This is an optimization exercise on Yosys and OpenROAD, whose aim is small area, a short achievable clock period and few clock cycles, not a production implementation. Where RTL was checked, it was by simulation tests only, not by an equivalence proof against the original. Power is estimated from default activity; no workload was simulated.

## delta
## interp_pair
module interp_pair (
    input  wire        clk,
    input  wire        rst,
    input  wire        req_valid,
    output wire        req_ready,
    input  wire        req_unit,
    input  wire [4:0]  req_sel,
    input  wire [31:0] req_wdata,
    output reg         resp_valid,
    output reg  [31:0] resp_rdata
);
Settings: LEC_CHECK=0, CAP_MARGIN=20, CELL_PAD_IN_SITES_DETAIL_PLACEMENT=1, CELL_PAD_IN_SITES_GLOBAL_PLACEMENT=2, CORE_MARGIN=2, CORE_UTILIZATION=30, CTS_BUF_LIST=sky130_fd_sc_hd__clkbuf_8, PLACE_DENSITY=0.45, SLEW_MARGIN=20, TNS_END_PERCENT=30; clock period 16.0 ns.
standard.sh (not shown) runs the stock make flow with config.mk's settings and CLKGATE_MAP_FILE= SYNTH_SCRIPT=/design/flow/synth_recipe.tcl, a recipe that flattens the netlist after the stock synthesis.
==> flow/flow/run.sh <==
#!/bin/bash
set -euo pipefail
MARGIN=${MARGIN:-8}
bash standard.sh SETUP_SLACK_MARGIN=$MARGIN REMOVE_ABC_BUFFERS=1 finish > standard_make.log 2>&1
Testbench counts of delta, summed over its fixed seeds: cycles 24,023.
Input-level comparison between beta and delta:
-- flow/design.v --
<<< delta, line 169
    reg [3:0]  rsel;              
    reg [1:0]  bs0, bs1, bs2;     
    reg [3:0]  dw;                
    always @(posedge clk) begin
        c0       <= c0_n;
>>> beta, line 169
    reg [3:0]  rsel;              
    reg [1:0]  bs0, bs1, bs2;     
    always @(posedge clk) begin
        c0       <= c0_n;
<<< delta, line 181
                    {u & ~c1_n[16] & ~z1n[1], u & c1_n[16] & ~z1n[0],
                     ~u & ~c1_n[16] & ~z0n[1], ~u & c1_n[16] & ~z0n[0]};
        dw       <= {~u && s == 5'h1C, ~u && s == 5'h1F, ~u && s == 5'h13, ~u && s == 5'h12};
        bs0      <= {u & ~z1n[2], ~u & ~z0n[2]};
        bs1      <= {u & ~z1n[3], ~u & ~z0n[3]};
>>> beta, line 180
                    {u & ~c1_n[16] & ~z1n[1], u & c1_n[16] & ~z1n[0],
                     ~u & ~c1_n[16] & ~z0n[1], ~u & c1_n[16] & ~z0n[0]};
        bs0      <= {u & ~z1n[2], ~u & ~z0n[2]};
        bs1      <= {u & ~z1n[3], ~u & ~z0n[3]};
<<< delta, line 238
    wire [7:0]  alpha = sres1[7:0];
    wire        bsgn  = c1[15];
    wire        wb0   = r_v && dw[0];
    wire        wb1   = r_v && dw[1];
    wire        wb01  = r_v && dw[2];
    wire        wc1   = r_v && dw[3];
    wire [31:0] nb0   = wb0 ? r_wd :
                        wb01 ? {{16{sg0_u0 & r_wd[15]}}, r_wd[15:0]} :
                        (b00 & {32{~z0[2]}});
    wire [31:0] nb1   = wb1 ? r_wd :
                        wb01 ? {{16{c01s & r_wd[31]}}, r_wd[31:16]} :
                        (b01 & {32{~z0[3]}});
    wire        nsg   = wc1 ? r_wd[15] : (c01[15] & ~z0[6]);
    wire [32:0] nb0x  = {nsg & nb0[31], nb0};
    wire [32:0] nb1x  = {nsg & nb1[31], nb1};
    wire [32:0] diff_n = nb1x - nb0x;
    reg  [32:0] diff;
    always @(posedge clk)
        diff <= diff_n;
    wire [34:0] diff3;
    interp_ksadd #(.W(35)) u_diff3 (
        .a({{2{diff[32]}}, diff}), .b({diff[32], diff, 1'b0}), .cin(1'b0), .s(diff3)
    );
    wire [34:0] d1 = {{2{diff[32]}}, diff};
    wire [34:0] d2 = {diff[32], diff, 1'b0};
>>> beta, line 236
    wire [7:0]  alpha = sres1[7:0];
    wire        bsgn  = c1[15];
    wire        we0   = r_v && !r_u;
    wire        wb01  = we0 && (r_sel == 5'h1F);
    wire [31:0] nb0   = (we0 && r_sel == 5'h12) ? r_wd :
                        wb01 ? {{16{sg0_u0 & r_wd[15]}}, r_wd[15:0]} :
                        (b00 & {32{~z0[2]}});
    wire [31:0] nb1   = (we0 && r_sel == 5'h13) ? r_wd :
                        wb01 ? {{16{c01s & r_wd[31]}}, r_wd[31:16]} :
                        (b01 & {32{~z0[3]}});
    wire        nsg   = (we0 && r_sel == 5'h1C) ? r_wd[15] : (c01[15] & ~z0[6]);
    wire [32:0] diff_n = {nsg & nb1[31], nb1} - {nsg & nb0[31], nb0};
    reg  [32:0] diff;
    reg  [34:0] diff3;            
    always @(posedge clk) begin
        diff  <= diff_n;
        diff3 <= {{2{diff_n[32]}}, diff_n} + {diff_n[32], diff_n, 1'b0};
    end
    wire [34:0] d1 = {{2{diff[32]}}, diff};
    wire [34:0] d2 = {diff[32], diff, 1'b0};
Findings:
- Per-cell via count in the routed design ended up 0.35% higher on beta than on delta.
- beta against delta: cell area after layout +0.67%; clock network fraction of design power -0.6 points; post-CTS repair timing setup buffer count -22; chip width +5.7 um; count of antenna diodes in the layout -13.
- delta fits on a die that is smaller than the die of beta.
- Comparing delta and beta, sum of met3 wire segment lengths after detailed routing is higher on delta.
- Via count delta (beta − delta): unfavourable
- In beta the synthesized area turned out about 2.8% higher than in delta.
- Of delta and beta, beta shows the lower clock tree buffer count of the final layout, with delta above it.
- The post-route minimum period of beta was superior to that of delta.
- Between beta and delta, the met2 wire length does not differ in any meaningful way.
Testbench counts of beta, summed over its fixed seeds: cycles 24,023.

interp_pair, a different RTL version from the one above (not shown whole).
Size: about 5600 cells after synthesis, ~650 flip-flops, ~51000 um2 of cells after synthesis.
// interp_pair
module interp_pair (
    input  wire        clk,
    input  wire        rst,
    input  wire        req_valid,
    output wire        req_ready,
    input  wire        req_unit,
    input  wire [4:0]  req_sel,
    input  wire [31:0] req_wdata,
    output reg         resp_valid,
    output reg  [31:0] resp_rdata
);
Settings: LEC_CHECK=0, CAP_MARGIN=20, CELL_PAD_IN_SITES_DETAIL_PLACEMENT=1, CELL_PAD_IN_SITES_GLOBAL_PLACEMENT=2, CORE_MARGIN=2, CORE_UTILIZATION=30, PLACE_DENSITY=0.45, SLEW_MARGIN=20; clock period 16.0 ns.
==> flow/flow/run.sh <==
#!/bin/bash
set -euo pipefail
MARGIN=${MARGIN:-8}
bash standard.sh SETUP_SLACK_MARGIN=$MARGIN finish > standard_make.log 2>&1
==> next run, changes <==
--- a/flow/design.v
+++ b/flow/design.v
@@ -227,52 +227,44 @@
     wire [31:0] x1   = raw1 ? input1 : sres1;
     wire [31:0] add1 = opa1 + x1;
     wire [31:0] full = b2 + sres0 + (do_blend ? 32'd0 : sres1);
     wire        csg   = c0[15];
     wire        below = (csg && (sres0[31] != b0[31])) ? sres0[31] : !sum0[32];
     wire [31:0] xcmp  = {sres0[31] ^ csg, sres0[30:0]};
     wire [31:0] b1cmp = {b1[31] ^ csg, b1[30:0]};
     wire        over  = xcmp > b1cmp;
     wire [31:0] clamp0 = below ? b0 : (over ? b1 : sres0);
     wire [7:0]  alpha = sres1[7:0];
     wire        bsgn  = c1[15];
-    wire        we0   = r_v && !r_u;
-    wire        wb01  = we0 && (r_sel == 5'h1F);
-    wire [31:0] nb0   = (we0 && r_sel == 5'h12) ? r_wd :
-                        wb01 ? {{16{sg0_u0 & r_wd[15]}}, r_wd[15:0]} :
-                        (b00 & {32{~z0[2]}});
-    wire [31:0] nb1   = (we0 && r_sel == 5'h13) ? r_wd :
-                        wb01 ? {{16{c01s & r_wd[31]}}, r_wd[31:16]} :
-                        (b01 & {32{~z0[3]}});
-    wire        nsg   = (we0 && r_sel == 5'h1C) ? r_wd[15] : (c01[15] & ~z0[6]);
-    wire [32:0] diff_n = {nsg & nb1[31], nb1} - {nsg & nb0[31], nb0};
-    reg  [32:0] diff;
-    reg  [34:0] diff3;            
-    always @(posedge clk) begin
-        diff  <= diff_n;
-        diff3 <= {{2{diff_n[32]}}, diff_n} + {diff_n[32], diff_n, 1'b0};
-    end
-    wire [34:0] d1 = {{2{diff[32]}}, diff};
-    wire [34:0] d2 = {diff[32], diff, 1'b0};
-    wire [34:0] m0 = alpha[1] ? (alpha[0] ? diff3 : d2) : (alpha[0] ? d1 : 35'd0);
-    wire [34:0] m1 = alpha[3] ? (alpha[2] ? diff3 : d2) : (alpha[2] ? d1 : 35'd0);
-    wire [34:0] m2 = alpha[5] ? (alpha[4] ? diff3 : d2) : (alpha[4] ? d1 : 35'd0);
-    wire [34:0] m3 = alpha[7] ? (alpha[6] ? diff3 : d2) : (alpha[6] ? d1 : 35'd0);
-    wire [39:0] pp0 = {4'd0, ~m0[34], m0[33:0]} + 40'hAC_0000_0000;
-    wire [39:0] pp1 = {2'd0, ~m1[34], m1[33:0], 2'd0};
-    wire [39:0] pp2 = {~m2[34], m2[33:0], 4'd0};
-    wire [39:0] pp3 = {m3[33:0], 6'd0};
-    wire [39:0] ppb = {b0, {8{bsgn & diff[32]}}};
+    wire [32:0] diff;
+    interp_ksadd #(.W(33)) u_diff (
+        .a({bsgn & b1[31], b1}), .b(~{bsgn & b0[31], b0}), .cin(1'b1), .s(diff)
+    );
+    wire        dneg  = diff[32];
+    wire [39:0] pp0, pp1, pp2, pp3, pp4, pp5, pp6, pp7, ppb;
+    assign pp0 = {6'd0, ~(alpha[0] & dneg), (alpha[0] & dneg), {32{alpha[0]}} & diff[31:0]};
+    assign pp1 = {6'd0, ~(alpha[1] & dneg), {32{alpha[1]}} & diff[31:0], 1'd0};
+    assign pp2 = {5'd0, ~(alpha[2] & dneg), {32{alpha[2]}} & diff[31:0], 2'd0};
+    assign pp3 = {4'd0, ~(alpha[3] & dneg), {32{alpha[3]}} & diff[31:0], 3'd0};
+    assign pp4 = {3'd0, ~(alpha[4] & dneg), {32{alpha[4]}} & diff[31:0], 4'd0};
+    assign pp5 = {2'd0, ~(alpha[5] & dneg), {32{alpha[5]}} & diff[31:0], 5'd0};
+    assign pp6 = {1'd0, ~(alpha[6] & dneg), {32{alpha[6]}} & diff[31:0], 6'd0};
+    assign pp7 = {      ~(alpha[7] & dneg), {32{alpha[7]}} & diff[31:0], 7'd0};
+    assign ppb = {b0, {8{bsgn & dneg}}};
     wire [39:0] s1 = pp0 ^ pp1 ^ pp2, k1 = {(pp0 & pp1) | (pp0 & pp2) | (pp1 & pp2), 1'b0};
-    wire [39:0] s2 = pp3 ^ ppb ^ s1,  k2 = {(pp3 & ppb) | (pp3 & s1) | (ppb & s1), 1'b0};
-    wire [39:0] s7 = s2 ^ k2 ^ k1,    k7 = {(s2 & k2) | (s2 & k1) | (k2 & k1), 1'b0};
+    wire [39:0] s2 = pp3 ^ pp4 ^ pp5, k2 = {(pp3 & pp4) | (pp3 & pp5) | (pp4 & pp5), 1'b0};
+    wire [39:0] s3 = pp6 ^ pp7 ^ ppb, k3 = {(pp6 & pp7) | (pp6 & ppb) | (pp7 & ppb), 1'b0};
+    wire [39:0] s4 = s1 ^ k1 ^ s2,    k4 = {(s1 & k1) | (s1 & s2) | (k1 & s2), 1'b0};
+    wire [39:0] s5 = k2 ^ s3 ^ k3,    k5 = {(k2 & s3) | (k2 & k3) | (s3 & k3), 1'b0};
+    wire [39:0] s6 = s4 ^ k4 ^ s5,    k6 = {(s4 & k4) | (s4 & s5) | (k4 & s5), 1'b0};
+    wire [39:0] s7 = s6 ^ k6 ^ k5,    k7 = {(s6 & k6) | (s6 & k5) | (k6 & k5), 1'b0};
     wire [39:0] bsum;
     interp_ksadd #(.W(40)) u_bsum (.a(s7), .b(k7), .cin(1'b0), .s(bsum));
     wire [31:0] blend1 = bsum[39:8];
     wire [31:0] force0 = {2'b00, f0, 28'd0};
     wire [31:0] force1 = {2'b00, f1, 28'd0};
     wire [31:0] lane0 = do_blend ? {24'd0, alpha}
                                  : ((do_clamp ? clamp0 : add0) | force0);
     wire [31:0] lane1 = (do_blend ? blend1 : add1) | force1;
     assign nacc0 = cr0 ? lane1 : lane0;
     assign nacc1 = cr1 ? lane0 : lane1;
     wire [31:0] rdata = ({32{rsel[0]}} & lane0) | ({32{rsel[1]}} & lane1) |
Outcome: Worst setup slack is worse by 0.47 ns; worst hold slack hardly moves; synthesized cell count is lower by 3.6%; count of clock-buffer cells in the layout went down by 4; routed wire length rises by about 1%; global-route usage is higher by 1.5 points; die area goes down by 2.1%; first-iteration DRC count came out higher by 3.8%; via count barely changes; design area rises by 0.33%; final cell count is lower by 1.6%.
No run of this note included a check of the RTL's function; only the layout flow was run.

## static timing again, ports no longer ideal
The flow's constraints put no driver on any port. The routed layouts listed below were extracted and timed again, unchanged, in two steps.
Step 1 assumes that a clkbuf_16 drives the clock port and a buf_2 every other input.
Step 2 moves the port delays by t, midway between the first and last clock arrival at a register: inputs arrive t later, outputs are due t later. That takes back most of the time a late clock gives input paths.
Slacks: ideal ports / drivers / drivers and shift; pairs: ideal ports / drivers.
run	t, ns	setup WS [ns]	worst setup path after step 2	worst register clock-pin slew, ns	worst slew at a driven data input, ns
delta	0.990	7.809 / 7.809 / 7.809	register to register	0.08 / 0.08	0.11
beta	0.990	7.871 / 7.871 / 7.871	register to register	0.07 / 0.07	0.04
the first run of note 2	0.815	7.882 / 7.882 / 7.882	register to register	0.07 / 0.07	0.04
the second run of note 2	0.783	7.417 / 7.417 / 7.417	register to register	0.07 / 0.07	0.06
After both steps every run listed still meets setup and hold.
